What follows belongs to an exercise in optimizing a design on an open flow for small area, a short achievable clock period and few clock cycles; a production flow would make more cautious choices. Function was checked by simulation only, so behaviour that the tests miss may differ from the original. No activity file was given, so power comes from the tool's default toggle rates.

**design/flow/run.sh**
```bash
#!/bin/bash
# synth_recipe.tcl (not shown) runs the flow's synth.tcl, then flattens the netlist and writes it again
# the make line also repeats each setting of config.mk as NAME=value (left out here)
make -C /OpenROAD-flow-scripts/flow DESIGN_CONFIG=/design/flow/config.mk WORK_HOME=/design/flow/orfs CLKGATE_MAP_FILE= SYNTH_SCRIPT=/design/flow/synth_recipe.tcl finish
```
**design/flow/constraint.sdc**
```tcl
create_clock -name core_clock -period 12.0 [get_ports {clk}]
set_input_delay 2.4000 -clock core_clock [delete_from_list [all_inputs] [get_ports {clk}]]
set_output_delay 2.4000 -clock core_clock [all_outputs]
set_load 0.01 [all_outputs]
```
**design/flow/config.mk**
```make
export PLATFORM = sky130hd
export DESIGN_NAME = rce_codec
export DESIGN_NICKNAME = rce_codec
export VERILOG_FILES = /design/flow/design.v
export SDC_FILE = /design/flow/constraint.sdc
export NUM_CORES = 4
export LEC_CHECK = 0
export CAP_MARGIN = 20
export CORE_MARGIN = 2
export CORE_UTILIZATION = 55
export CTS_BUF_LIST = sky130_fd_sc_hd__clkbuf_4 sky130_fd_sc_hd__clkbuf_8
export PLACE_DENSITY = 0.7
export SETUP_SLACK_MARGIN = 4.5
export SLEW_MARGIN = 20
```
**design/flow/design.v**
```verilog
module rce_codec (
    input  wire        clk,
    input  wire        rst,         
    input  wire        start,
    input  wire [31:0] cmd,
    input  wire [4:0]  ilen,
    input  wire        ib_we,
    input  wire [3:0]  ib_addr,
    input  wire [7:0]  ib_wdata,
    input  wire [6:0]  ob_addr,
    output wire [7:0]  ob_rdata,
    output wire        busy,
    output reg         done,
    output reg  [2:0]  err,
    output reg  [7:0]  olen,
    output reg  [7:0]  errchar,
    output reg  [3:0]  errpos
);
    localparam [2:0] ERR_OK      = 3'd0;
    localparam [2:0] ERR_BASE    = 3'd1;
    localparam [2:0] ERR_CHAR    = 3'd2;
    localparam [2:0] ERR_ILLEGAL = 3'd4;
    localparam [2:0] S_IDLE = 3'd0;
    localparam [2:0] S_FIN  = 3'd1;    
    localparam [2:0] S_DIV  = 3'd2;    
    localparam [2:0] S_P2   = 3'd3;    
    localparam [2:0] S_ZER  = 3'd4;    
    localparam [2:0] S_FLU  = 3'd5;    
    localparam [2:0] S_PRE  = 3'd6;    
    localparam [1:0] M_BYTE = 2'd0;
    localparam [1:0] M_NIB  = 2'd1;
    localparam [1:0] M_TWO  = 2'd2;
    localparam [1:0] M_ONE  = 2'd3;
    function [7:0] sym_for;
        input [6:0] d;
        begin
            if (d < 7'd10)       sym_for = 8'h30 + {1'b0, d};
            else if (d < 7'd36)  sym_for = 8'h61 + {1'b0, d} - 8'd10;
            else if (d < 7'd62)  sym_for = 8'h41 + {1'b0, d} - 8'd36;
            else if (d < 7'd77)  sym_for = 8'h21 + {1'b0, d} - 8'd62;
            else if (d < 7'd84)  sym_for = 8'h3A + {1'b0, d} - 8'd77;
            else if (d < 7'd90)  sym_for = 8'h5B + {1'b0, d} - 8'd84;
            else                 sym_for = 8'h7B + {1'b0, d} - 8'd90;
        end
    endfunction
    function [7:0] dig_for;
        input [7:0] c;
        begin
            case (c)
                8'h30: dig_for = 8'd0;
                8'h31: dig_for = 8'd1;
                8'h32: dig_for = 8'd2;
                8'h33: dig_for = 8'd3;
                8'h34: dig_for = 8'd4;
                8'h35: dig_for = 8'd5;
                8'h36: dig_for = 8'd6;
                8'h37: dig_for = 8'd7;
                8'h38: dig_for = 8'd8;
                8'h39: dig_for = 8'd9;
                8'h61: dig_for = 8'd10;
                8'h62: dig_for = 8'd11;
                8'h63: dig_for = 8'd12;
                8'h64: dig_for = 8'd13;
                8'h65: dig_for = 8'd14;
                8'h66: dig_for = 8'd15;
                8'h67: dig_for = 8'd16;
                8'h68: dig_for = 8'd17;
                8'h69: dig_for = 8'd18;
                8'h6a: dig_for = 8'd19;
                8'h6b: dig_for = 8'd20;
                8'h6c: dig_for = 8'd21;
                8'h6d: dig_for = 8'd22;
                8'h6e: dig_for = 8'd23;
                8'h6f: dig_for = 8'd24;
                8'h70: dig_for = 8'd25;
                8'h71: dig_for = 8'd26;
                8'h72: dig_for = 8'd27;
                8'h73: dig_for = 8'd28;
                8'h74: dig_for = 8'd29;
                8'h75: dig_for = 8'd30;
                8'h76: dig_for = 8'd31;
                8'h77: dig_for = 8'd32;
                8'h78: dig_for = 8'd33;
                8'h79: dig_for = 8'd34;
                8'h7a: dig_for = 8'd35;
                8'h41: dig_for = 8'd36;
                8'h42: dig_for = 8'd37;
                8'h43: dig_for = 8'd38;
                8'h44: dig_for = 8'd39;
                8'h45: dig_for = 8'd40;
                8'h46: dig_for = 8'd41;
                8'h47: dig_for = 8'd42;
                8'h48: dig_for = 8'd43;
                8'h49: dig_for = 8'd44;
                8'h4a: dig_for = 8'd45;
                8'h4b: dig_for = 8'd46;
                8'h4c: dig_for = 8'd47;
                8'h4d: dig_for = 8'd48;
                8'h4e: dig_for = 8'd49;
                8'h4f: dig_for = 8'd50;
                8'h50: dig_for = 8'd51;
                8'h51: dig_for = 8'd52;
                8'h52: dig_for = 8'd53;
                8'h53: dig_for = 8'd54;
                8'h54: dig_for = 8'd55;
                8'h55: dig_for = 8'd56;
                8'h56: dig_for = 8'd57;
                8'h57: dig_for = 8'd58;
                8'h58: dig_for = 8'd59;
                8'h59: dig_for = 8'd60;
                8'h5a: dig_for = 8'd61;
                8'h21: dig_for = 8'd62;
                8'h22: dig_for = 8'd63;
                8'h23: dig_for = 8'd64;
                8'h24: dig_for = 8'd65;
                8'h25: dig_for = 8'd66;
                8'h26: dig_for = 8'd67;
                8'h27: dig_for = 8'd68;
                8'h28: dig_for = 8'd69;
                8'h29: dig_for = 8'd70;
                8'h2a: dig_for = 8'd71;
                8'h2b: dig_for = 8'd72;
                8'h2c: dig_for = 8'd73;
                8'h2d: dig_for = 8'd74;
                8'h2e: dig_for = 8'd75;
                8'h2f: dig_for = 8'd76;
                8'h3a: dig_for = 8'd77;
                8'h3b: dig_for = 8'd78;
                8'h3c: dig_for = 8'd79;
                8'h3d: dig_for = 8'd80;
                8'h3e: dig_for = 8'd81;
                8'h3f: dig_for = 8'd82;
                8'h40: dig_for = 8'd83;
                8'h5b: dig_for = 8'd84;
                8'h5c: dig_for = 8'd85;
                8'h5d: dig_for = 8'd86;
                8'h5e: dig_for = 8'd87;
                8'h5f: dig_for = 8'd88;
                8'h60: dig_for = 8'd89;
                8'h7b: dig_for = 8'd90;
                8'h7c: dig_for = 8'd91;
                8'h7d: dig_for = 8'd92;
                8'h7e: dig_for = 8'd93;
                default: dig_for = 8'h80;
            endcase
        end
    endfunction
    function [7:0] hex_sym;
        input [3:0] d;
        begin
            case (d)
                4'd0: hex_sym = 8'h30;  4'd1: hex_sym = 8'h31;
                4'd2: hex_sym = 8'h32;  4'd3: hex_sym = 8'h33;
                4'd4: hex_sym = 8'h34;  4'd5: hex_sym = 8'h35;
                4'd6: hex_sym = 8'h36;  4'd7: hex_sym = 8'h37;
                4'd8: hex_sym = 8'h38;  4'd9: hex_sym = 8'h39;
                4'd10: hex_sym = 8'h61; 4'd11: hex_sym = 8'h62;
                4'd12: hex_sym = 8'h63; 4'd13: hex_sym = 8'h64;
                4'd14: hex_sym = 8'h65; default: hex_sym = 8'h66;
            endcase
        end
    endfunction
    function [9:0] ks9;          
        input [8:0] a;
        input [8:0] b;
        input       cin;
        reg   [8:0] p, g, pp, gg, c;
        integer i, d;
        begin
            p = a ^ b;
            g = a & b;
            g[0] = g[0] | (p[0] & cin);
            gg = g; pp = p;
            for (d = 1; d < 9; d = d * 2)
                for (i = 8; i >= d; i = i - 1) begin
                    gg[i] = gg[i] | (pp[i] & gg[i-d]);
                    pp[i] = pp[i] & pp[i-d];
                end
            c = {gg[7:0], cin};
            ks9 = {gg[8], p ^ c};
        end
    endfunction
    function [11:0] ks11;        
        input [10:0] a;
        input [10:0] b;
        reg   [10:0] p, g, pp, gg, c;
        integer i, d;
        begin
            p = a ^ b;
            g = a & b;
            gg = g; pp = p;
            for (d = 1; d < 11; d = d * 2)
                for (i = 10; i >= d; i = i - 1) begin
                    gg[i] = gg[i] | (pp[i] & gg[i-d]);
                    pp[i] = pp[i] & pp[i-d];
                end
            c = {gg[9:0], 1'b0};
            ks11 = {gg[10], p ^ c};
        end
    endfunction
    function [10:0] enc_step;    
        input [6:0] r;
        input [3:0] nib;
        input [6:0] b;
        input [8:0] b3;
        reg   [6:0] x;
        reg   [8:0] t;
        reg   [9:0] d1, d2, d3;
        reg   [3:0] qq;
        integer m;
        begin
            x = r;
            for (m = 1; m >= 0; m = m - 1) begin
                t  = {x, nib[2*m+1], nib[2*m]};
                d1 = ks9(t, ~{2'b00, b}, 1'b1);
                d2 = ks9(t, ~{1'b0, b, 1'b0}, 1'b1);
                d3 = ks9(t, ~b3, 1'b1);
                if (d3[9]) begin
                    qq[2*m +: 2] = 2'd3; x = d3[6:0];
                end else if (d2[9]) begin
                    qq[2*m +: 2] = 2'd2; x = d2[6:0];
                end else if (d1[9]) begin
                    qq[2*m +: 2] = 2'd1; x = d1[6:0];
                end else begin
                    qq[2*m +: 2] = 2'd0; x = t[6:0];
                end
            end
            enc_step = {qq, x};
        end
    endfunction
    function [14:0] dec_step;    
        input [7:0] r;
        input [6:0] d;
        input [6:0] b;
        input [8:0] b3;
        reg   [14:0] m0, m1, m2, m3, m4, s1, c1, s2, c2, s3, c3;
        reg   [15:0] x;
        begin
            m0 = {6'd0, pick(r[1:0], b, b3)};
            m1 = {4'd0, pick(r[3:2], b, b3), 2'd0};
            m2 = {2'd0, pick(r[5:4], b, b3), 4'd0};
            m3 = {pick(r[7:6], b, b3), 6'd0};
            m4 = {8'd0, d};
            s1 = m0 ^ m1 ^ m2;
            c1 = ((m0 & m1) | (m0 & m2) | (m1 & m2)) << 1;
            s2 = s1 ^ m3 ^ m4;
            c2 = ((s1 & m3) | (s1 & m4) | (m3 & m4)) << 1;
            s3 = s2 ^ c1 ^ c2;
            c3 = ((s2 & c1) | (s2 & c2) | (c1 & c2)) << 1;
            x  = ks15(s3, c3);
            dec_step = x[14:0];
        end
    endfunction
    function [8:0] pick;         
        input [1:0] k;
        input [6:0] b;
        input [8:0] b3;
        begin
            case (k)
                2'd0: pick = 9'd0;
                2'd1: pick = {2'd0, b};
                2'd2: pick = {1'd0, b, 1'b0};
                default: pick = b3;
            endcase
        end
    endfunction
    function [15:0] ks15;        
        input [14:0] a;
        input [14:0] b;
        reg   [14:0] p, g, pp, gg, c;
        integer i, d;
        begin
            p = a ^ b;
            g = a & b;
            gg = g; pp = p;
            for (d = 1; d < 15; d = d * 2)
                for (i = 14; i >= d; i = i - 1) begin
                    gg[i] = gg[i] | (pp[i] & gg[i-d]);
                    pp[i] = pp[i] & pp[i-d];
                end
            c = {gg[13:0], 1'b0};
            ks15 = {gg[14], p ^ c};
        end
    endfunction
    localparam NS = 3;
    reg [7:0]   ibuf [0:15];
    reg [7:0]   acc  [0:15];
    reg [6:0]   st   [0:31];
    reg         st7  [0:15];
    reg [2:0]   state;
    reg         is_dec;
    reg [6:0]   bse;
    reg [8:0]   bse3;        
    reg [1:0]   mode;
    reg [2:0]   pw;          
    reg [4:0]   n;           
    reg [4:0]   zleft;       
    reg [7:0]   cnt;         
    reg         p1;          
    reg [7:0]   r    [0:NS-1];   
    reg         allz [0:NS-1];   
    reg         pv   [1:NS-1];
    reg [6:0]   pq   [1:NS-1];
    reg [4:0]   pe   [1:NS-1];
    reg         pl   [1:NS-1];   
    reg         pz   [1:NS-1];   
    reg [4:0]   fnew;        
    reg         fin_rdy;     
    reg         go_r;        
    reg  [4:0]  e_r;         
    reg         last_r;      
    reg  [6:0]  ev;          
    reg         ev_bad;      
    reg         em_v;        
    reg  [NS-1:0] em_s;      
    reg         fr   [0:NS-1];   
    reg [4:0]   fin_f;       
    reg [4:0]   nrem;
    reg [4:0]   bidx;
    reg [13:0]  bb;
    reg [7:0]   pb;          
    reg         pbv;         
    reg [3:0]   bc;
    assign busy = (state != S_IDLE);
    wire [7:0] rd_byte = {ob_addr[4] ? 1'b0 : st7[ob_addr[3:0]], st[ob_addr[4:0]]};
    wire [1:0] rd_f    = ob_addr[6:5];
    wire [7:0] rd_hlo  = hex_sym(rd_byte[3:0]);
    wire [7:0] rd_hhi  = hex_sym(rd_byte[7:4]);
    wire       sl_byte = (mode == M_BYTE);
    wire       sl_nlo  = (mode == M_NIB) && !rd_f[0];
    wire       sl_nhi  = (mode == M_NIB) && rd_f[0];
    wire [3:0] sl_two  = {4{mode == M_TWO}} & (4'b0001 << rd_f);
    wire [3:0] sl_one  = {4{mode == M_ONE}} & (4'b0001 << rd_f);
    wire [1:0] rd_two  = ({2{sl_two[0]}} & rd_byte[1:0]) | ({2{sl_two[1]}} & rd_byte[3:2]) |
                         ({2{sl_two[2]}} & rd_byte[5:4]) | ({2{sl_two[3]}} & rd_byte[7:6]) |
                         {1'b0, |(sl_one & rd_byte[3:0])};
    wire       sl_fld  = (mode == M_TWO) || (mode == M_ONE);
    assign ob_rdata = ({8{sl_byte}} & rd_byte) | ({8{sl_nlo}} & rd_hlo) | ({8{sl_nhi}} & rd_hhi) |
                      {2'b00, sl_fld, sl_fld, 2'b00, rd_two};
    wire [3:0]  c_opc  = cmd[31:28];
    wire [15:0] c_base = cmd[15:0];
    wire        c_ill  = (cmd[27:16] != 12'd0) || (c_opc > 4'd2) ||
                         (c_opc == 4'd0 && c_base != 16'd0);
    wire        c_nop  = (c_opc == 4'd0);
    wire        c_badb = (c_base < 16'd2) || (c_base > 16'd94);
    wire        c_dec  = (c_opc == 4'd2);
    wire [6:0]  c_b    = c_base[6:0];
    wire [7:0]  zch = is_dec ? 8'h30 : 8'h00;
    reg  [4:0]  lz;
    integer k;
    always @(*) begin
        lz = 5'd16;
        for (k = 15; k >= 0; k = k - 1)
            if (ibuf[k] != zch) lz = k;
    end
    wire [4:0]  c_z = (lz < n) ? lz : n;
    wire [4:0]  z_e = is_dec ? c_z : {c_z[3:0], 1'b0};      
    reg  [2:0]  c_pw;
    always @(*) begin
        case (c_b)
            7'd2:  c_pw = 3'd1;
            7'd4:  c_pw = 3'd2;
            7'd8:  c_pw = 3'd3;
            7'd16: c_pw = 3'd4;
            7'd32: c_pw = 3'd5;
            7'd64: c_pw = 3'd6;
            default: c_pw = 3'd0;
        endcase
    end
    wire [1:0]  c_mode = c_dec ? M_BYTE :
                         (c_b == 7'd2) ? M_ONE :
                         (c_b <= 7'd4) ? M_TWO :
                         (c_b <= 7'd16) ? M_NIB : M_BYTE;
    wire        in_div = (state == S_DIV);
    wire        l_run  = in_div && pv[NS-1];             
    wire        l_end  = l_run && pl[NS-1];              
    wire        s0_go   = in_div && go_r;
    wire [4:0]  s0_e    = e_r;
    wire        s0_last = last_r;
    wire        bad_c   = s0_go && (ev_bad || (is_dec && p1 && (ev >= bse)));
    reg         sv   [0:NS-1];    
    reg  [6:0]  sin  [0:NS-1];    
    reg  [4:0]  se   [0:NS-1];
    reg         sl   [0:NS-1];
    reg         sdz  [0:NS-1];    
    reg  [6:0]  sq   [0:NS-1];
    reg  [7:0]  srn  [0:NS-1];
    reg  [10:0] t_en;
    reg  [14:0] t_de;
    integer g;
    always @(*) begin
        for (g = 0; g < NS; g = g + 1) begin
            if (g == 0) begin
                sv[g]  = s0_go;
                sin[g] = ev;
                se[g]  = s0_e;
                sl[g]  = s0_last;
                sdz[g] = 1'b0;
            end else begin
                sv[g]  = in_div && pv[g];
                sin[g] = pq[g];
                se[g]  = pe[g];
                sl[g]  = pl[g];
                sdz[g] = pz[g];
            end
            t_en = enc_step(fr[g] ? 7'd0 : r[g][6:0], sin[g][3:0], bse, bse3);
            t_de = dec_step(fr[g] ? 8'd0 : r[g], sin[g], bse, bse3);
            sq[g]  = is_dec ? t_de[14:8] : {3'd0, t_en[10:7]};
            srn[g] = is_dec ? t_de[7:0] : {1'b0, t_en[6:0]};
        end
    end
    wire        lq_z   = (sq[NS-1] == 7'd0);
    wire        l_zero = allz[NS-1] && lq_z;        
    reg         s_end0;
    integer     y;
    always @(*) begin
        s_end0 = 1'b0;
        for (y = 0; y < NS; y = y + 1)
            if (sv[y] && sl[y] && allz[y] && (sq[y] == 7'd0)) s_end0 = 1'b1;
    end
    wire [4:0]  l_ff   = allz[NS-1] ? pe[NS-1] : fnew;
    wire        seq_n   = s0_go && !s0_last;
    wire        rs_n    = !seq_n && (!allz[NS-1] || fin_rdy);
    wire        go_n    = seq_n || rs_n;
    wire [4:0]  e_n     = (state == S_PRE) ? z_e :
                          seq_n ? s0_e + 5'd1 : (!allz[NS-1] ? fnew : fin_f);
    wire [5:0]  ln      = is_dec ? {1'b0, n} : {n, 1'b0};    
    wire        last_n  = ({1'b0, e_n} == ln - 6'd1);
    wire        p1_n    = (state == S_PRE) || ((s0_go && s0_last) ? 1'b0 : p1);
    wire [4:0]  fnew_n  = (l_run && !pl[NS-1] && allz[NS-1]) ?
                          (lq_z ? pe[NS-1] + 5'd1 : pe[NS-1]) : fnew;
    wire        frdy_n  = go_n ? 1'b0 : (l_end ? 1'b1 : fin_rdy);
    wire [4:0]  finf_n  = l_end ? l_ff : fin_f;
    wire [3:0]  f_byte = (state == S_P2) ? ((pbv && p_ld) ? bidx[3:0] - 4'd1 : bidx[3:0]) :
                         is_dec ? e_n[3:0] : e_n[4:1];
    wire [7:0]  f_ib   = ibuf[f_byte];
    wire [7:0]  f_ac   = acc[f_byte];
    wire [7:0]  f_raw  = p1_n ? f_ib : f_ac;
    wire [3:0]  f_nib  = e_n[0] ? f_raw[3:0] : f_raw[7:4];
    wire [7:0]  f_dg   = dig_for(f_ib);
    wire [6:0]  f_dig  = p1_n ? f_dg[6:0] : f_ac[6:0];
    wire [6:0]  ev_n   = is_dec ? f_dig : {3'd0, f_nib};
    wire        evb_n  = is_dec && p1_n && f_dg[7];
    wire        p_ld  = (bc < {1'b0, pw}) && (nrem != 5'd0);
    wire [7:0]  p_byt = pb;
    wire [13:0] p_bbx = p_ld ? (bb | ({6'd0, p_byt} << bc)) : bb;
    wire [3:0]  p_bcx = p_ld ? bc + 4'd8 : bc;
    wire [4:0]  p_nr  = p_ld ? nrem - 5'd1 : nrem;
    reg  [6:0]  p_dig;
    always @(*) begin
        case (pw)
            3'd1: p_dig = {6'd0, p_bbx[0]};
            3'd2: p_dig = {5'd0, p_bbx[1:0]};
            3'd3: p_dig = {4'd0, p_bbx[2:0]};
            3'd4: p_dig = {3'd0, p_bbx[3:0]};
            3'd5: p_dig = {2'd0, p_bbx[4:0]};
            default: p_dig = {1'b0, p_bbx[5:0]};
        endcase
    end
    wire [13:0] p_bbn = p_bbx >> pw;
    wire [3:0]  p_bcn = (p_bcx > {1'b0, pw}) ? p_bcx - {1'b0, pw} : 4'd0;
    wire        p_more = (p_bbn != 14'd0) || (p_nr != 5'd0);
    reg         ins;
    reg  [7:0]  ins_d;       
    integer h;
    always @(*) begin
        ins   = 1'b0;
        ins_d = 8'd0;
        case (state)
            S_DIV, S_FLU: begin
                ins   = em_v;
                ins_d = em_d;
            end
            S_P2: begin
                ins   = pbv;
                ins_d = {1'b0, p_dig};
            end
            S_ZER: begin
                ins   = 1'b1;
                ins_d = 8'd0;
            end
            default: ;
        endcase
    end
    reg  [NS-1:0] emit;
    always @(*) begin
        for (h = 0; h < NS; h = h + 1)
            emit[h] = (state == S_DIV) && sv[h] && sl[h] &&
                      !sdz[h];
    end
    reg  [7:0]  em_d;
    always @(*) begin
        em_d = 8'd0;
        for (h = 0; h < NS; h = h + 1)
            if (em_s[h])
                em_d = em_d | r[h];
    end
    reg  [7:0]  ins_b;
    always @(*) begin
        case (mode)
            M_BYTE:  ins_b = is_dec ? ins_d : sym_for(ins_d[6:0]);
            M_NIB:   ins_b = {st[31][3:0], ins_d[3:0]};
            M_TWO:   ins_b = {st[31][5:0], ins_d[1:0]};
            default: ins_b = {st[31][6:0], ins_d[0]};
        endcase
    end
    integer s;
    always @(posedge clk) begin
        if (ins) begin
            st[0]  <= ins_b[6:0];
            st7[0] <= ins_b[7];
            for (s = 1; s < 16; s = s + 1)
                st7[s] <= st7[s-1];
            for (s = 1; s < 32; s = s + 1)
                st[s] <= st[s-1];
        end
    end
    always @(posedge clk) begin
        if (ib_we && !busy)
            ibuf[ib_addr] <= ib_wdata;
    end
    wire [3:0]  w_byte = is_dec ? pe[NS-1][3:0] : pe[NS-1][4:1];
    always @(posedge clk) begin
        if (l_run) begin
            if (is_dec)
                acc[w_byte][6:0] <= sq[NS-1];
            else if (pe[NS-1][0])
                acc[w_byte][3:0] <= sq[NS-1][3:0];
            else
                acc[w_byte][7:4] <= sq[NS-1][3:0];
        end
    end
    integer u;
    always @(posedge clk) begin
        if (rst || (state == S_IDLE)) begin
            for (u = 0; u < NS; u = u + 1) begin
                r[u]    <= 8'd0;
                allz[u] <= 1'b1;
                fr[u]   <= 1'b1;
            end
            for (u = 1; u < NS; u = u + 1)
                pv[u] <= 1'b0;
        end else if (in_div) begin
            for (u = 0; u < NS; u = u + 1) begin
                if (sv[u]) begin
                    r[u]  <= srn[u];
                    fr[u] <= sl[u];
                    if (sl[u])
                        allz[u] <= 1'b1;
                    else if (sq[u] != 7'd0)
                        allz[u] <= 1'b0;
                end
            end
            for (u = 1; u < NS; u = u + 1) begin
                pv[u] <= sv[u-1];
                pq[u] <= sq[u-1];
                pe[u] <= se[u-1];
                pl[u] <= sl[u-1];
                pz[u] <= allz[u-1] && (sq[u-1] == 7'd0);
            end
        end
    end
    wire [7:0] cnt_n = cnt + {7'd0, ins};
    always @(posedge clk) begin
        if (rst) begin
            state   <= S_IDLE;
            done    <= 1'b0;
            err     <= ERR_OK;
            olen    <= 8'd0;
            errchar <= 8'd0;
            errpos  <= 4'd0;
        end else begin
            case (state)
            S_IDLE: begin
                if (start) begin
                    done    <= 1'b0;
                    is_dec  <= c_dec;
                    bse     <= c_b;
                    bse3    <= {2'b00, c_b} + {1'b0, c_b, 1'b0};
                    n       <= ilen;
                    go_r    <= 1'b0;
                    em_v    <= 1'b0;
                    fin_rdy <= 1'b0;
                    cnt     <= 8'd0;
                    bb      <= 14'd0;
                    bc      <= 4'd0;
                    if (c_ill) begin
                        err     <= ERR_ILLEGAL;
                        errchar <= 8'd0;
                        errpos  <= 4'd0;
                        state   <= S_FIN;
                    end else if (c_nop) begin
                        err     <= ERR_OK;
                        errchar <= 8'd0;
                        errpos  <= 4'd0;
                        state   <= S_FIN;
                    end else if (c_badb) begin
                        err     <= ERR_BASE;
                        errchar <= 8'd0;
                        errpos  <= 4'd0;
                        olen    <= 8'd0;
                        state   <= S_FIN;
                    end else begin
                        mode    <= c_mode;
                        pw      <= c_pw;
                        state   <= S_PRE;
                        err     <= ERR_OK;
                        errchar <= 8'd0;
                        errpos  <= 4'd0;
                        olen    <= 8'd0;
                    end
                end
            end
            S_FIN: begin
                done  <= 1'b1;
                state <= S_IDLE;
            end
            S_PRE: begin
                pbv     <= 1'b0;
                zleft   <= c_z;
                nrem    <= n - c_z;
                bidx    <= n - 5'd1;
                p1      <= 1'b1;
                go_r    <= 1'b1;
                e_r     <= e_n;
                last_r  <= last_n;
                ev      <= ev_n;
                ev_bad  <= evb_n;
                if (c_z != n && (is_dec || pw == 3'd0))
                    errchar <= f_ib;
                if (c_z == n)
                    state <= (c_z == 5'd0) ? S_FIN : S_ZER;
                else if (!is_dec && pw != 3'd0)
                    state <= S_P2;
                else
                    state <= S_DIV;
            end
            S_DIV: begin
                cnt     <= cnt_n;
                em_v    <= |emit;
                em_s    <= emit;
                fnew    <= fnew_n;
                fin_rdy <= frdy_n;
                fin_f   <= finf_n;
                go_r    <= go_n;
                e_r     <= e_n;
                last_r  <= last_n;
                ev      <= ev_n;
                ev_bad  <= evb_n;
                p1      <= p1_n;
                if (!bad_c) errchar <= f_ib;
                if (bad_c) begin
                    err     <= ERR_CHAR;
                    errpos  <= s0_e[3:0];
                    olen    <= 8'd0;
                    done    <= 1'b1;
                    state   <= S_IDLE;
                end else if (s_end0) begin
                    state <= S_FLU;
                end
            end
            S_FLU: begin
                cnt     <= cnt_n;
                errchar <= 8'd0;
                if (zleft == 5'd0) begin
                    olen  <= cnt_n;
                    done  <= 1'b1;
                    state <= S_IDLE;
                end else
                    state <= S_ZER;
            end
            S_P2: begin
                pb   <= f_ib;
                pbv  <= 1'b1;
                if (pbv) begin
                cnt  <= cnt_n;
                bb   <= p_bbn;
                bc   <= p_bcn;
                nrem <= p_nr;
                if (p_ld) bidx <= bidx - 5'd1;
                if (!p_more) begin
                    if (zleft == 5'd0) begin
                        olen  <= cnt_n;
                        done  <= 1'b1;
                        state <= S_IDLE;
                    end else
                        state <= S_ZER;
                end
                end
            end
            S_ZER: begin
                cnt   <= cnt_n;
                zleft <= zleft - 5'd1;
                if (zleft == 5'd1) begin
                    olen  <= cnt_n;
                    done  <= 1'b1;
                    state <= S_IDLE;
                end
            end
            default: state <= S_IDLE;
            endcase
        end
    end
endmodule
```
==> results of run 1 <==
==> area by class of cell <==
type	instances	area [sq um]
Clock inverter	64	536
Fill cell	6510	30200
Antenna cell	2	5.00
Timing Repair Buffer	212	2060
Sequential cell	689	20100
Clock buffer	145	1810
Multi-Input combinational cell	3188	23500
Tap cell	1060	1330
Inverter	237	896
==> through the flow <==
stage / hold WS (ps) / worst slack [ps] / area, sq um / util, % / instances
after floorplan: 400 / 4500 / 44700 / - / 4316
after global placement: 403 / 2920 / 46600 / 57.9 / 5326
after detailed placement: 405 / 2910 / 46600 / 58.0 / 5326
after CTS: 415 / 4430 / 49700 / 61.8 / 5563
after global routing: 424 / 4340 / 50300 / 62.5 / 5596
final: 410 / 4430 / 50300 / 62.5 / 5597
==> state kept, by name, indices dropped and copies added (netlist names), 10 cells and up <==
register	flops
bb	14
pe	10
st	224
pq	14
st7	16
acc	128
ibuf	128
r	24
==> power groups by stage <==
| stage | clock network (W) | registers [W] | logic [W] |
|---|---|---|---|
| finish | 0.00216 | 0.00356 | 0.00252 |
| global placement | 0 | 0.00359 | 0.00233 |
| floorplan | 0 | 0.00342 | 0.00170 |
| global route | 0.00230 | 0.00358 | 0.00272 |
| CTS | 0.00219 | 0.00354 | 0.00243 |
| detailed placement | 0 | 0.00358 | 0.00236 |
==> cells by family (layout without fill, tap and decap cells) <==
| kind of cell | count (synthesis) | count (layout) | share of synthesized area [%] |
|---|---|---|---|
| buf+inv | 440 | 658 | 3.97 |
| fa+ha+maj | 358 | 358 | 11.1 |
| mux | 266 | 266 | 6.44 |
| simple gates | 1289 | 1289 | 13.7 |
| xor+xnor | 136 | 136 | 2.67 |
| other cells | 0 | 2 | 0 |
| compound gates | 1138 | 1139 | 17.1 |
| flops | 689 | 689 | 45.0 |
==> per-layer routing <==
metal / part of all wire [%] / vias up / routed length, um
met3: 10 / 382 / 13800
met4: 4.5 / 2 / 5980
met1: 41 / 17201 / 54900
li1: - / 16406 / -
met5: 0.0097 / - / 13
met2: 44 / 1902 / 59600
==> worst max-delay path, cell delays in order <==
cell and delay (ps):
buf_4 180, or3_4 220, nor2_1 90, and2_4 200, a22o_1 190, a221oi_1 240, nand4_1 210, nor3_4 350
nor2_4 110, a2111o_1 420, o21ai_1 100, nand3_1 100, o211ai_1 170, buf_2 180
==> cells in the final DEF (no fill, tap or decap), types with 27 or more instances in the layout <==
master,Yosys,routed
nor4_1,32,31
a22oi_1,107,107
a21oi_1,237,228
nand4_1,29,29
or2_2,34,34
nor2b_1,93,88
a21o_1,63,63
nor2_1,401,366
mux2_2,81,81
a221oi_1,40,29
nand3_1,65,64
and3_1,45,45
a211oi_1,36,35
xnor2_1,92,92
clkbuf_4,0,29
buf_4,9,96
nand2b_1,51,44
inv_1,232,228
o21a_1,34,34
fa_1,63,63
dfxtp_1,59,57
mux2i_1,176,175
edfxtp_1,630,630
o21ai_0,274,266
o211ai_1,52,52
clkbuf_8,0,117
clkinv_1,1,27
nor2_4,0,29
a22o_1,37,37
nor3_1,95,84
xor2_1,44,44
clkdlybuf4s50_1,0,80
nand2_1,346,341
ha_1,295,293
==> path summary, 6_finish.rpt <==
check	to	slack, ps
setup / recovery	ob_rdata[0]	4430
hold / removal	pe[2][1]	410
setup reg to reg	ev[0]	4770
hold reg to reg	pe[2][1]	410
==> timing repair <==
action,CTS,global route
pin swaps,22,28
buffers inserted,26,29
endpoints found under the setup margin,40,42
cloned,2,3
gates resized for setup,164,54
==> flow_summary_export.csv, run 1 <==
group,metric,value,unit
finish,area_growth,12.5,%
pwr,power.internal,0.00525,W
grt,grt_pass1_wl,200000,um
timing,hold_violations,0,
hold_path,holdCritStartpoint,"pe[1][1]",
pwr,vdd_drop_max,0.158,mV
synth,netlist_area,0.0447,sq mm
critical_path,critical_path_peak_fanout,12,
clocking,worstSkewPairLatency,760,ps
synth,synth-edff-count,630,
synth,synth.top_cell.area_share,42.4,%
synth,yosysWarnings,18,
timing,period_needed,7570,ps
critical_path,critPathLaunch,"ob_addr[3]",
routing,vias_per_cell,6.41,
pwr,power_frac_clock,26.2,%
placement,dp_hpwl,92600,um
grt,antenna_found_initial,3,
critical_path,critPathRequiredTime,9600,ps
routing,drt_iter0_markers,4577,
die,coreArea,0.0804,sq mm
grt,grt_use_met2,48.5,%
critical_path,ff2ff_path_depth,22,
synth,synth_seq_cells,689,
timing,post-route-period-util,63.1,%
grt,gr-total-overflow,0,
synth,synth_cell_types,103,
critical_path,cp.arrival,5170,ps
finish,nets,4857,
critical_path,setup.worst_path.end_class,"output port",
clocking,htreeDepth,3,
clocking,path_clk_slew,70,ps
clocking,cts_root_buf,"clkbuf_8",
synth,synthCells,4316,
run_status,status,"no timing/DRC/antenna violations",
hold_path,hold_depth,0,
die,ioPinCount,93,
routing,ant_nets,0,
critical_path,worst_r2r_startpoint,"is_dec",
die,dieArea,0.0835,sq mm
grt,met3_usage,6.34,%
pwr,power.density,164,mW/mm^2
clocking,cts_buffers,111,
pwr,p_seq_share,43.2,%
grt,grt.busiest_layer,"met2",
synth,synth_top_area_cell,"edfxtp_1",
job,drv_cap,0,
grt,grt_pass1_vias,34051,
placement,gp_congestion,0.980,
die,rows,104,
grt,use_met1,43.3,%
critical_path,critPathLaunchType,"primary input",
grt,track_usage,31.4,%
routing,drt-pass1-iter-count,9,
timing,fin_setup_tns,0,ps
pwr,leakagePower,19.0,nW
pwr,finalPower,0.00824,W
timing,setup_violations,0,
timing,maxSlewViolCount,0,
critical_path,crit_type,"in -> out",
grt,grt_start_max_net_pins,95,
timing,max_slew_margin,23.6,%
hold_path,hp-class,"reg -> reg",
routing,wirelength,134000,um
synth,synthTopCellsByCount,"edfxtp_1 (630), nor2_1 (401), nand2_1 (346), ha_1 (295), o21ai_0 (274)",
synth,ys_top_cells_by_area,"edfxtp_1 (42%), ha_1 (8.3%), mux2i_1 (3.9%)",
routing,wl_per_cell,24.0,um
synth,synth_nets,4734,
clocking,cts_tree,"built",
synth,synth_most_common_cell,"edfxtp_1",
routing,drc,0,
die,die_h,289,um
synth,synthArstFlopShare,0,%
pwr,p_sw_share,36.3,%
clocking,hold_buffers,0,
timing,worstMarginPinSlew,1140,ps
timing,max_freq,132,MHz
synth,synth.avg_cell_area,10.3,sq um
clocking,cts.path.max_buffers,3,
routing,vias,35893,
timing,skew,48.7,ps
pwr,switching_power,0.00299,W
synth,seq_area_frac_synth,45.0,%
die,start_util,55.5,%
timing,rsz0062_at_grt,"yes",
placement,io_buffer_count,92,
pwr,pwr-share-comb,30.6,%
finish,layout-drive-gt1-share,12.8,%
synth,ys_dominant_reg_cell,"edfxtp_1",
die,die_w,289,um
clocking,cts.sinks,689,
Testbench counts, summed over its fixed seeds: cycles 17,230.
==> run 2, diff against run 1 <==
--- a/design/flow/config.mk
+++ b/design/flow/config.mk
@@ -10,5 +10,5 @@
 export CORE_UTILIZATION = 55
 export CTS_BUF_LIST = sky130_fd_sc_hd__clkbuf_4 sky130_fd_sc_hd__clkbuf_8
 export PLACE_DENSITY = 0.7
-export SETUP_SLACK_MARGIN = 4.5
+export SETUP_SLACK_MARGIN = 4.2
 export SLEW_MARGIN = 20
==> flow_summary_export.csv, run 2 <==
group,metric,value,unit
run_status,status,"no timing/DRC/antenna violations",
placement,gp_congestion,0.980,
clocking,cts_buffers,111,
die,die_h,289,um
placement,io_buffer_count,92,
synth,seq_area_frac_synth,45.0,%
critical_path,slowest_stage,"clkdlybuf4s50_1",
critical_path,cp.arrival,5350,ps
timing,setup_violations,0,
synth,synth_mux_area_share,6.44,%
critical_path,crit_chain,"buf_4 -> nand2b_4 -> buf_4 -> nor2_2 -> a22oi_1 -> nand4_1 -> nor3_2 -> o2bb2ai_2 -> buf_4 -> ha_1 -> a21o_1 -> nand2_1 -> a32o_1 -> clkdlybuf4s50_1",
grt,track_usage,31.1,%
clocking,path_clk_slew,70,ps
finish,nFillCells,6614,
critical_path,crit_path_frequent_cell,"buf_4",
synth,synth.avg_cell_area,10.3,sq um
finish,mostFrequentLayoutCell,"edfxtp_1",
grt,grt_start_max_net_pins,128,
clocking,cts_root_buf,"clkbuf_8",
synth,synth_fa_ha_area_share,11.1,%
grt,antenna_found_initial,3,
finish,final_cell_mix,"edfxtp_1 (630), nor2_1 (368), nand2_1 (341)",
clocking,hold_buffers,0,
grt,gr-total-overflow,0,
synth,synthCells,4316,
clocking,cts.sinks,689,
timing,rsz0062_at_grt,"yes",
timing,skew,44.1,ps
die,rows,104,
routing,vias_per_cell,6.41,
pwr,leakagePower,18.6,nW
grt,met3_usage,6.13,%
grt,grt_pass1_vias,33844,
synth,synth_top_area_cell,"edfxtp_1",
timing,period_needed,7750,ps
synth,yosysWarnings,18,
synth,synth_xor_area_share,2.67,%
routing,drc,0,
routing,drt-pass1-iter-count,8,
finish,area_growth,11.0,%
synth,synth_most_common_cell,"edfxtp_1",
finish,top_register,"st",
clocking,cts.path.max_buffers,3,
critical_path,crit_type,"in -> out",
timing,fin_setup_tns,0,ps
die,die_w,289,um
routing,wl_per_cell,23.8,um
synth,ys_top_cells_by_area,"edfxtp_1 (42%), ha_1 (8.3%), mux2i_1 (3.9%)",
placement,dp_hpwl,92600,um
die,ioPinCount,93,
routing,wirelength,132000,um
pwr,power.density,165,mW/mm^2
clocking,htreeDepth,3,
clocking,cts_tree,"built",
job,drv_cap,0,
die,start_util,55.5,%
synth,netlist_area,0.0447,sq mm
timing,hold_violations,0,
critical_path,max_stage_delay,540,ps
critical_path,ff2ff_path_depth,26,
timing,max_freq,129,MHz
synth,synth_compound_area_share,17.1,%
pwr,vdd_drop_max,0.157,mV
synth,synth_nets,4734,
synth,synth_seq_cells,689,
timing,worstMarginPinSlew,1130,ps
synth,synthArstFlopShare,0,%
grt,grt_use_met2,48.3,%
timing,maxSlewViolCount,0,
clocking,worstSkewPairLatency,750,ps
synth,synth_cell_types,103,
die,dieArea,0.0835,sq mm
pwr,finalPower,0.00817,W
synth,synth_top_family_by_area,"compound AO/OA/AOI/OAI gates",
hold_path,hp-class,"reg -> reg",
grt,grt.busiest_layer,"met2",
grt,grt_pass1_wl,199000,um
synth,synth-simple-area-share,13.7,%
die,coreArea,0.0804,sq mm
timing,max_slew_margin,24.3,%
finish,top_regs,"st x224, acc x128, ibuf x128",
critical_path,critical_path_peak_fanout,15,
grt,use_met1,43.1,%
routing,ant_nets,0,
synth,synthTopCellsByCount,"edfxtp_1 (630), nor2_1 (401), nand2_1 (346), ha_1 (295), o21ai_0 (274)",
hold_path,hold_depth,0,
critical_path,critPathRequiredTime,9600,ps
routing,drt_iter0_markers,4300,
synth,ys_dominant_reg_cell,"edfxtp_1",
finish,nets,4815,
critical_path,setup.worst_path.end_class,"output port",
routing,vias,35595,
finish,largest_reg_flops,224,
finish,layout-drive-gt1-share,11.6,%
timing,post-route-period-util,64.6,%
critical_path,critPathLaunchType,"primary input",
synth,synth.top_cell.area_share,42.4,%
synth,synth-edff-count,630,
[run 2: cell counts after synthesis]
No cell type changed its count.
[run 2: cell families (layout without fill, tap and decap cells)]
group           Yosys count  in the layout
buf+inv                 440            617
fa+ha+maj               358            358
simple gates           1289           1289
flops                   689            689
other cells               0              1
mux                     266            266
xor+xnor                136            136
compound gates         1138           1138
[run 2: stage by stage]
stage | util [%] | hold WS (ps) | cells | setup WS (ps) | instance area (sq um)
floorplan | - | 400 | 4316 | 4500 | 44700
global placement | 57.9 | 403 | 5326 | 2920 | 46600
detailed placement | 58.0 | 405 | 5326 | 2910 | 46600
global route | 61.7 | 424 | 5554 | 4170 | 49600
CTS | 61.3 | 415 | 5540 | 4210 | 49300
finish | 61.7 | 411 | 5554 | 4250 | 49600
[run 2: metal layers]
| layer | routed length (um) | part of all wire [%] |
|---|---|---|
| met2 | 58600 | 44 |
| met3 | 13500 | 10 |
| met1 | 54400 | 41 |
| met4 | 5640 | 4.3 |
| met5 | 13 | 0.0098 |
[run 2: final timing paths]
check              from           to  slack, ps
max          ob_addr[0]  ob_rdata[2]       4250
min reg2reg    pe[1][1]     pe[2][1]        410
max reg2reg      is_dec        ev[3]       4510
min            pe[1][1]     pe[2][1]        410
[run 2: report_power, final]
group | switching, W | leakage [nW] | internal (W)
clock | 0.000984 | 1.24 | 0.00117
sequential | 0.000355 | 6.13 | 0.00320
combinational | 0.00162 | 11.3 | 0.000841
[run 2: area by class of cell]
type / count / area [sq um] / area share [%]
Sequential cell: 689 / 20100 / 40.5
Inverter: 237 / 893 / 1.80
Multi-Input combinational cell: 3187 / 23300 / 47.1
Tap cell: 1060 / 1330 / 2.68
Timing Repair Buffer: 171 / 1560 / 3.15
Clock buffer: 145 / 1810 / 3.66
Antenna cell: 1 / 2.50 / 0.00505
Clock inverter: 64 / 536 / 1.08
[run 2: what timing repair did]
item / 4_1_cts / 5_1_grt
gates cloned: 0 / 2
pin swaps: 6 / 12
setup buffers: 5 / 11
setup endpoints to repair: 20 / 40
gates resized for setup: 124 / 38
hold endpoints to repair: 0 / 0
[run 2: worst max-delay path: cells and delay by family]
kind	cells	cell delay, ps
buffers and inverters	4	1040
and+or+nand+nor	5	1030
AOI/OAI and AO/OA	4	690
adders and majority gates	1	180
==> run 3, diff against run 2 <==
--- a/design/flow/config.mk
+++ b/design/flow/config.mk
@@ -10,5 +10,6 @@
 export CORE_UTILIZATION = 55
 export CTS_BUF_LIST = sky130_fd_sc_hd__clkbuf_4 sky130_fd_sc_hd__clkbuf_8
 export PLACE_DENSITY = 0.7
-export SETUP_SLACK_MARGIN = 4.2
+export SETUP_SLACK_MARGIN = 4.3
 export SLEW_MARGIN = 20
+export TNS_END_PERCENT = 5
==> flow_summary_export.csv, run 3 <==
group,metric,value,unit
critical_path,crit_type,"in -> out",
timing,period_needed,7760,ps
finish,top_register,"st",
critical_path,critical_path_peak_fanout,10,
clocking,cts.path.max_buffers,3,
critical_path,critPathLaunch,"ob_addr[4]",
routing,wl_per_cell,23.9,um
grt,track_usage,31.1,%
finish,nFillCells,6611,
die,dieArea,0.0835,sq mm
finish,stdcell_count,5556,
synth,synth.avg_cell_area,10.3,sq um
timing,max_freq,129,MHz
pwr,power.density,165,mW/mm^2
synth,synthArstFlopShare,0,%
synth,ys_dominant_reg_cell,"edfxtp_1",
synth,synth_top_area_cell,"edfxtp_1",
synth,seq_area_frac_synth,45.0,%
die,start_util,55.5,%
grt,grt_start_max_net_pins,128,
placement,gp_congestion,0.980,
hold_path,hp-class,"reg -> reg",
synth,synth-edff-count,630,
timing,rsz0062_at_grt,"yes",
critical_path,worst_r2r_startpoint,"bse[1]",
die,die_h,289,um
synth,synth_cell_types,103,
die,ioPinCount,93,
timing,hold_violations,0,
routing,vias_per_cell,6.40,
timing,fin_setup_tns,0,ps
placement,dp_hpwl,92600,um
grt,grt_pass1_wl,199000,um
timing,fin_hold_ws,410,ps
grt,grt_pass1_vias,33830,
routing,drc,0,
routing,drt_iter0_markers,4317,
finish,nets,4817,
clocking,hold_buffers,0,
finish,layout-drive-gt1-share,11.5,%
clocking,htreeDepth,3,
run_status,status,"no timing/DRC/antenna violations",
clocking,cts.sinks,689,
finish,final_cell_mix,"edfxtp_1 (630), nor2_1 (368), nand2_1 (341)",
routing,drt-pass1-iter-count,8,
finish,top_regs,"st x224, acc x128, ibuf x128",
grt,antenna_found_initial,3,
clocking,worstSkewPairLatency,760,ps
synth,synth_most_common_cell,"edfxtp_1",
pwr,vdd_drop_max,0.157,mV
critical_path,critPathLaunchType,"primary input",
clocking,cts_tree,"built",
finish,multiInputGateArea,0.0233,sq mm
timing,setup_violations,0,
timing,max_slew_margin,25.7,%
synth,synthTopCellsByCount,"edfxtp_1 (630), nor2_1 (401), nand2_1 (346), ha_1 (295), o21ai_0 (274)",
pwr,leakagePower,18.6,nW
timing,skew,49.1,ps
finish,largest_reg_flops,224,
timing,maxSlewViolCount,0,
placement,dpl.cell_count,5326,
synth,synth_nets,4734,
synth,synth_seq_cells,689,
critical_path,cp.arrival,5360,ps
grt,gr-total-overflow,0,
finish,mostFrequentLayoutCell,"edfxtp_1",
clocking,cts_buffers,111,
finish,layout.area.seq,0.0201,sq mm
synth,synthCells,4316,
synth,ys_top_cells_by_area,"edfxtp_1 (42%), ha_1 (8.3%), mux2i_1 (3.9%)",
hold_path,holdCritStartpoint,"pe[1][1]",
routing,ant_nets,0,
timing,worstMarginPinSlew,1110,ps
die,coreArea,0.0804,sq mm
job,drv_cap,0,
clocking,cts_root_buf,"clkbuf_8",
routing,vias,35586,
synth,yosysWarnings,18,
finish,area_growth,11.0,%
die,die_w,289,um
routing,wirelength,133000,um
clocking,path_clk_slew,70,ps
synth,netlist_area,0.0447,sq mm
placement,io_buffer_count,92,
critical_path,setup.worst_path.end_class,"output port",
synth,synth.top_cell.area_share,42.4,%
critical_path,critPathRequiredTime,9600,ps
die,rows,104,
timing,post-route-period-util,64.6,%
==> run 3: cell counts after synthesis <==
Identical to the previous run, type by type.
==> run 3: final cells by class <==
class                   instances  area share [%]
diodes                          1         0.00505
clock buffers                 145            3.66
clock inverters                64            1.08
inverters                     237            1.80
multi-input cells            3187            47.0
flip-flops and latches        689            40.6
well taps                    1060            2.68
repair buffers                173            3.18
==> run 3: per-layer routing <==
metal / GRT usage (%) / up-vias / share of wire [%]
met4: 12.2 / 2 / 4.1
met1: 43.1 / 17032 / 41
li1: - / 16315 / -
met3: 6.15 / 342 / 10
met2: 48.3 / 1895 / 44
met5: 0 / - / 0.0098
==> run 3: worst paths after layout <==
kind,slack (ps),cells after the start,endpoint
max,4240,16,ob_rdata[0]
min,410,0,pe[2][1]
max reg2reg,4570,28,fnew[1]
min reg2reg,410,0,pe[2][1]
==> run 3: critical path: stages <==
cell	delay, ps
buf_4	190
nand2b_4	290
nor2_4	130
a22o_1	250
a221oi_2	170
nand3_1	150
nor3_2	220
o2bb2ai_2	170
inv_1	90
ha_1	300
nor2_1	50
a2111o_1	390
o21ai_0	100
nand3_1	100
o211ai_1	170
buf_2	170
==> run 3: cells by family after synthesis <==
group                    count (synthesis)  share of synthesized area [%]
AND/OR/NAND/NOR                       1289                           13.7
AO/OA/AOI/OAI                         1138                           17.1
flip-flops                             689                           45.0
buffers and inverters                  440                           3.97
adder cells (fa/ha/maj)                358                           11.1
multiplexers                           266                           6.44
XOR/XNOR                               136                           2.67
==> run 3: per-stage QoR <==
| stage | total power, W | setup WS, ps | cell area [sq um] | utilization, % |
|---|---|---|---|---|
| after global placement | 0.00593 | 2920 | 46600 | 57.9 |
| after global routing | 0.00854 | 4150 | 49600 | 61.6 |
| final | 0.00819 | 4240 | 49600 | 61.6 |
| after floorplan | 0.00512 | 4500 | 44700 | - |
| after detailed placement | 0.00594 | 2910 | 46600 | 58.0 |
| after CTS | 0.00812 | 4130 | 49300 | 61.3 |
==> run 3: power by group <==
group	switching, W	internal, W	total [W]
registers	0.000354	0.00320	0.00356
clock network	0.000983	0.00117	0.00215
logic	0.00163	0.000845	0.00247
==> run 3: timing repair <==
action	4_1_cts	5_1_grt
pin swaps	5	6
gates cloned	0	3
setup endpoints to repair	22	57
gates resized for setup	117	37
setup buffers	4	13
==> run 4, diff against run 3 <==
--- a/design/flow/design.v
+++ b/design/flow/design.v
@@ -295,7 +295,6 @@
     reg [2:0]   pw;          
     reg [4:0]   n;           
     reg [4:0]   zleft;       
-    reg [7:0]   cnt;         
     reg         p1;          
     reg [7:0]   r    [0:NS-1];   
     reg         allz [0:NS-1];   
@@ -315,12 +314,12 @@
     reg  [NS-1:0] em_s;      
     reg         fr   [0:NS-1];   
     reg [4:0]   fin_f;       
-    reg [4:0]   nrem;
-    reg [4:0]   bidx;
     reg [13:0]  bb;
     reg [7:0]   pb;          
     reg         pbv;         
-    reg [3:0]   bc;
+    wire [4:0]  bidx = e_r;      
+    wire [4:0]  nrem = fnew;     
+    wire [3:0]  bc   = fin_f[3:0];   
     assign busy = (state != S_IDLE);
     wire [7:0] rd_byte = {ob_addr[4] ? 1'b0 : st7[ob_addr[3:0]], st[ob_addr[4:0]]};
     wire [1:0] rd_f    = ob_addr[6:5];
@@ -560,7 +559,7 @@
             end
         end
     end
-    wire [7:0] cnt_n = cnt + {7'd0, ins};
+    wire [7:0] cnt_n = olen + {7'd0, ins};
     always @(posedge clk) begin
         if (rst) begin
             state   <= S_IDLE;
@@ -581,9 +580,7 @@
                     go_r    <= 1'b0;
                     em_v    <= 1'b0;
                     fin_rdy <= 1'b0;
-                    cnt     <= 8'd0;
                     bb      <= 14'd0;
-                    bc      <= 4'd0;
                     if (c_ill) begin
                         err     <= ERR_ILLEGAL;
                         errchar <= 8'd0;
@@ -618,11 +615,11 @@
             S_PRE: begin
                 pbv     <= 1'b0;
                 zleft   <= c_z;
-                nrem    <= n - c_z;
-                bidx    <= n - 5'd1;
+                fnew    <= n - c_z;
+                fin_f   <= 5'd0;
                 p1      <= 1'b1;
                 go_r    <= 1'b1;
-                e_r     <= e_n;
+                e_r     <= (!is_dec && pw != 3'd0) ? n - 5'd1 : e_n;
                 last_r  <= last_n;
                 ev      <= ev_n;
                 ev_bad  <= evb_n;
@@ -636,7 +633,7 @@
                     state <= S_DIV;
             end
             S_DIV: begin
-                cnt     <= cnt_n;
+                olen    <= cnt_n;
                 em_v    <= |emit;
                 em_s    <= emit;
                 fnew    <= fnew_n;
@@ -660,7 +657,7 @@
                 end
             end
             S_FLU: begin
-                cnt     <= cnt_n;
+                olen    <= cnt_n;
                 errchar <= 8'd0;
                 if (zleft == 5'd0) begin
                     olen  <= cnt_n;
@@ -673,11 +670,11 @@
                 pb   <= f_ib;
                 pbv  <= 1'b1;
                 if (pbv) begin
-                cnt  <= cnt_n;
-                bb   <= p_bbn;
-                bc   <= p_bcn;
-                nrem <= p_nr;
-                if (p_ld) bidx <= bidx - 5'd1;
+                olen <= cnt_n;
+                bb    <= p_bbn;
+                fin_f <= {1'b0, p_bcn};
+                fnew  <= p_nr;
+                if (p_ld) e_r <= e_r - 5'd1;
                 if (!p_more) begin
                     if (zleft == 5'd0) begin
                         olen  <= cnt_n;
@@ -689,7 +686,7 @@
                 end
             end
             S_ZER: begin
-                cnt   <= cnt_n;
+                olen  <= cnt_n;
                 zleft <= zleft - 5'd1;
                 if (zleft == 5'd1) begin
                     olen  <= cnt_n;
--- a/design/flow/config.mk
+++ b/design/flow/config.mk
@@ -10,6 +10,5 @@
 export CORE_UTILIZATION = 55
 export CTS_BUF_LIST = sky130_fd_sc_hd__clkbuf_4 sky130_fd_sc_hd__clkbuf_8
 export PLACE_DENSITY = 0.7
-export SETUP_SLACK_MARGIN = 4.3
+export SETUP_SLACK_MARGIN = 4.5
 export SLEW_MARGIN = 20
-export TNS_END_PERCENT = 5
==> flow_summary_export.csv, run 4 <==
group,metric,value,unit
synth,synthTopCellsByCount,"edfxtp_1 (609), nor2_1 (399), nand2_1 (374), ha_1 (296), o21ai_0 (266)",
timing,period_needed,7710,ps
grt,track_usage,32.0,%
critical_path,r2r-end,"state[1]",
routing,vias,35755,
timing,fin_setup_tns,0,ps
placement,io_buffer_count,92,
finish,mostFrequentLayoutCell,"edfxtp_1",
routing,ant_nets,0,
clocking,cts.path.max_buffers,3,
finish,area_growth,13.1,%
synth,synth_top_area_cell,"edfxtp_1",
critical_path,critPathLaunchType,"primary input",
routing,drc,0,
critical_path,worst_r2r_startpoint,"bse[5]",
critical_path,cp.arrival,5310,ps
critical_path,slowest_stage,"mux4_2",
synth,yosysWarnings,18,
pwr,leakagePower,19.0,nW
clocking,htreeDepth,3,
critical_path,crit_type,"in -> out",
timing,setup_violations,0,
placement,dpl.cell_count,5298,
pwr,vdd_drop_max,0.106,mV
synth,synth.top_cell.area_share,41.6,%
pwr,finalPower,0.00520,W
critical_path,crit_chain,"buf_8 -> buf_12 -> nand2b_4 -> buf_6 -> buf_6 -> buf_6 -> nor2_4 -> buf_4 -> a22oi_1 -> nand4_1 -> o32a_4 -> buf_6 -> inv_1 -> mux2_2 -> mux4_2 -> a31oi_2 -> buf_2",
clocking,cts_buffers,109,
critical_path,reg2reg_slack,4670,ps
synth,synthCells,4300,
job,drv_cap,0,
timing,rsz0062_at_grt,"yes",
pwr,power.density,104,mW/mm^2
synth,synth_cell_types,95,
grt,grt_start_max_net_pins,161,
timing,maxSlewViolCount,0,
clocking,worstSkewPairLatency,760,ps
finish,largest_reg_flops,224,
critical_path,path_buf_inv,9,
synth,netlist_area,0.0440,sq mm
hold_path,holdCritStartpoint,"pe[1][2]",
routing,wirelength,134000,um
clocking,hold_buffers,0,
synth,synth_seq_cells,668,
critical_path,critPathRequiredTime,9600,ps
critical_path,ff2ff_path_depth,24,
grt,gr-total-overflow,0,
finish,stdcell_count,5573,
critical_path,crit_path_frequent_cell,"buf_6",
critical_path,crit_family,"buffers and inverters",
routing,vias_per_cell,6.42,
finish,final_cell_mix,"edfxtp_1 (609), nor2_1 (367), nand2_1 (366)",
synth,synth-edff-count,609,
routing,drt-pass1-iter-count,10,
synth,synth_nets,4719,
placement,dp_hpwl,92200,um
pwr,p_seq_share,49.2,%
finish,layout-drive-gt1-share,13.4,%
pwr,pwr-share-comb,11.7,%
grt,grt_pass1_vias,34288,
synth,synthArstFlopShare,0,%
pwr,power.internal,0.00385,W
synth,synth_most_common_cell,"edfxtp_1",
clocking,cts_root_buf,"clkbuf_8",
synth,ys_dominant_reg_cell,"edfxtp_1",
clocking,cts.sinks,668,
clocking,path_clk_slew,60,ps
die,ioPinCount,93,
finish,top_regs,"st x224, acc x128, ibuf x128",
synth,ys_top_cells_by_area,"edfxtp_1 (42%), ha_1 (8.4%), mux2i_1 (4.1%)",
hold_path,hold_depth,0,
die,die_w,287,um
synth,synth.avg_cell_area,10.2,sq um
critical_path,max_stage_delay,480,ps
timing,post-route-period-util,64.3,%
timing,skew,61.0,ps
die,rows,103,
die,dieArea,0.0823,sq mm
timing,hold_violations,0,
routing,drt_iter0_markers,4102,
run_status,status,"no timing/DRC/antenna violations",
timing,max_freq,130,MHz
routing,wl_per_cell,24.1,um
synth,seq_area_frac_synth,44.2,%
critical_path,critical_path_peak_fanout,7,
critical_path,setup.worst_path.end_class,"output port",
clocking,cts_tree,"built",
die,die_h,287,um
placement,gp_congestion,0.938,
grt,antenna_found_initial,1,
grt,grt_pass1_wl,203000,um
die,start_util,55.6,%
hold_path,hold_end,"pe[2][2]",
die,coreArea,0.0791,sq mm
finish,nets,4848,
pwr,p_sw_share,25.8,%
pwr,power_frac_clock,39.1,%
pwr,switching_power,0.00134,W
finish,top_register,"st",
hold_path,hp-class,"reg -> reg",
timing,worstMarginPinSlew,1070,ps
timing,max_slew_margin,28.4,%
## run 4: cell count changes after synthesis, sizes merged, moves of 12 or more
cell and change:
a22oi +22, and2 +12, clkbuf +22, edfxtp -21
mux2 -19, mux4 +14, nand2 +27, nor3 -19
o31ai -12
## run 4: kinds of logic (layout without fill, tap and decap cells)
kind of cell / after synthesis / after routing / synth area share, %
flip-flops: 668 / 668 / 44.2
XOR/XNOR: 144 / 144 / 2.87
other: 0 / 2 / 0
adder cells (fa/ha/maj): 359 / 359 / 11.3
multiplexers: 263 / 263 / 6.76
AO/OA/AOI/OAI: 1120 / 1120 / 17.0
buffers and inverters: 447 / 668 / 3.97
AND/OR/NAND/NOR: 1299 / 1299 / 13.9
## run 4: per-layer routing
metal | vias up | part of all wire, % | GRT usage (%)
met5 | - | 0 | 0
met4 | 0 | 4.8 | 14.2
met3 | 432 | 9.3 | 5.47
met2 | 1921 | 46 | 51.3
met1 | 17113 | 40 | 42.8
li1 | 16289 | - | -
## run 4: cell type report
class                   count  area [sq um]
diodes                      2          5.00
clock buffers             141          1770
multi-input cells        3185         23600
flip-flops and latches    668         19500
inverters                 232           882
well taps                1050          1310
repair buffers            233          2260
clock inverters            62           445
fillers                  6408         29400
## run 4: worst max path at each step
| stage | from | end | slack [ps] | depth (start not counted) |
|---|---|---|---|---|
| 2_1_floorplan | ob_addr[1] | ob_rdata[0] | 4550 | 16 |
| 3_3_place_gp | ob_addr[2] | ob_rdata[0] | 2700 | 17 |
| 3_5_place_dp | ob_addr[2] | ob_rdata[0] | 2690 | 17 |
| 4_1_cts | ob_addr[4] | ob_rdata[0] | 4430 | 17 |
| 5_1_grt | ob_addr[4] | ob_rdata[0] | 4180 | 18 |
| 6_report | ob_addr[4] | ob_rdata[0] | 4290 | 17 |
## run 4: what timing repair did
item | 4_1_cts | 5_1_grt
setup endpoints to repair | 25 | 21
setup buffers | 41 | 27
pin swaps | 33 | 32
cloned | 2 | 0
gates resized for setup | 178 | 87
endpoints found under the hold margin | 0 | 0
## run 4: metrics by stage
stage / util, % / area (sq um) / hold WS, ps / setup slack [ps]
final: 62.9 / 49800 / 420 / 4290
after CTS: 62.1 / 49100 / 423 / 4430
after global placement: 58.1 / 46000 / 403 / 2700
after detailed placement: 58.1 / 46000 / 408 / 2690
after floorplan: - / 44000 / 400 / 4550
after global routing: 62.9 / 49700 / 426 / 4180
## run 4: worst reg2reg max path: cells and delay by family (launching register included)
| kind | cells | cell delay (ps) |
|---|---|---|
| and+or+nand+nor | 5 | 2010 |
| AOI/OAI and AO/OA | 10 | 1690 |
| DFF | 1 | 860 |
| xor gates and xnor gates | 1 | 150 |
| buffers and inverters | 3 | 600 |
| adders and majority gates | 4 | 1550 |
| muxes | 1 | 360 |
## run 4: power by group through the flow
stage / Sequential (W) / Combinational (W) / Clock (W)
after floorplan: 0.00260 / 0.000346 / 0
after global placement: 0.00261 / 0.000516 / 0
after detailed placement: 0.00261 / 0.000523 / 0
after CTS: 0.00256 / 0.000560 / 0.00206
after global routing: 0.00256 / 0.000654 / 0.00216
final: 0.00256 / 0.000610 / 0.00203
Testbench counts of run 4, summed over its fixed seeds: cycles 17,230.

what the ideal ports hide:
No port has a modelled driver above. Below, the same layouts with a new extraction and two added sets of constraints.
Step 1 (the two cells are an assumption about what drives the block):
set clk [get_ports {clk}]
set_driving_cell -lib_cell sky130_fd_sc_hd__clkbuf_16 $clk
set_driving_cell -lib_cell sky130_fd_sc_hd__buf_2 [delete_from_list [all_inputs] $clk]
Step 2 adds t to the input delays and takes it off the output delays; t is the mean of the earliest and latest rising clock arrival at the registers after step 1. Input paths then give back, and output paths get back, about the clock's delay inside the block.
Three values: ideal ports, drivers, drivers and shift; two values: the first two.
run	t, ns	setup WS [ns]	pins driven straight from the clock port
run 1	0.796	4.430 / 4.365 / 4.365	1
run 2	0.794	4.251 / 4.225 / 4.225	1
run 3	0.796	4.243 / 4.212 / 4.212	1
run 4	0.789	4.287 / 4.198 / 4.198	1
After both steps setup and hold are still met in every run listed. The setup slack of run 4, which loses most, moves by -0.089 ns with the drivers and by -0.089 ns with both steps.
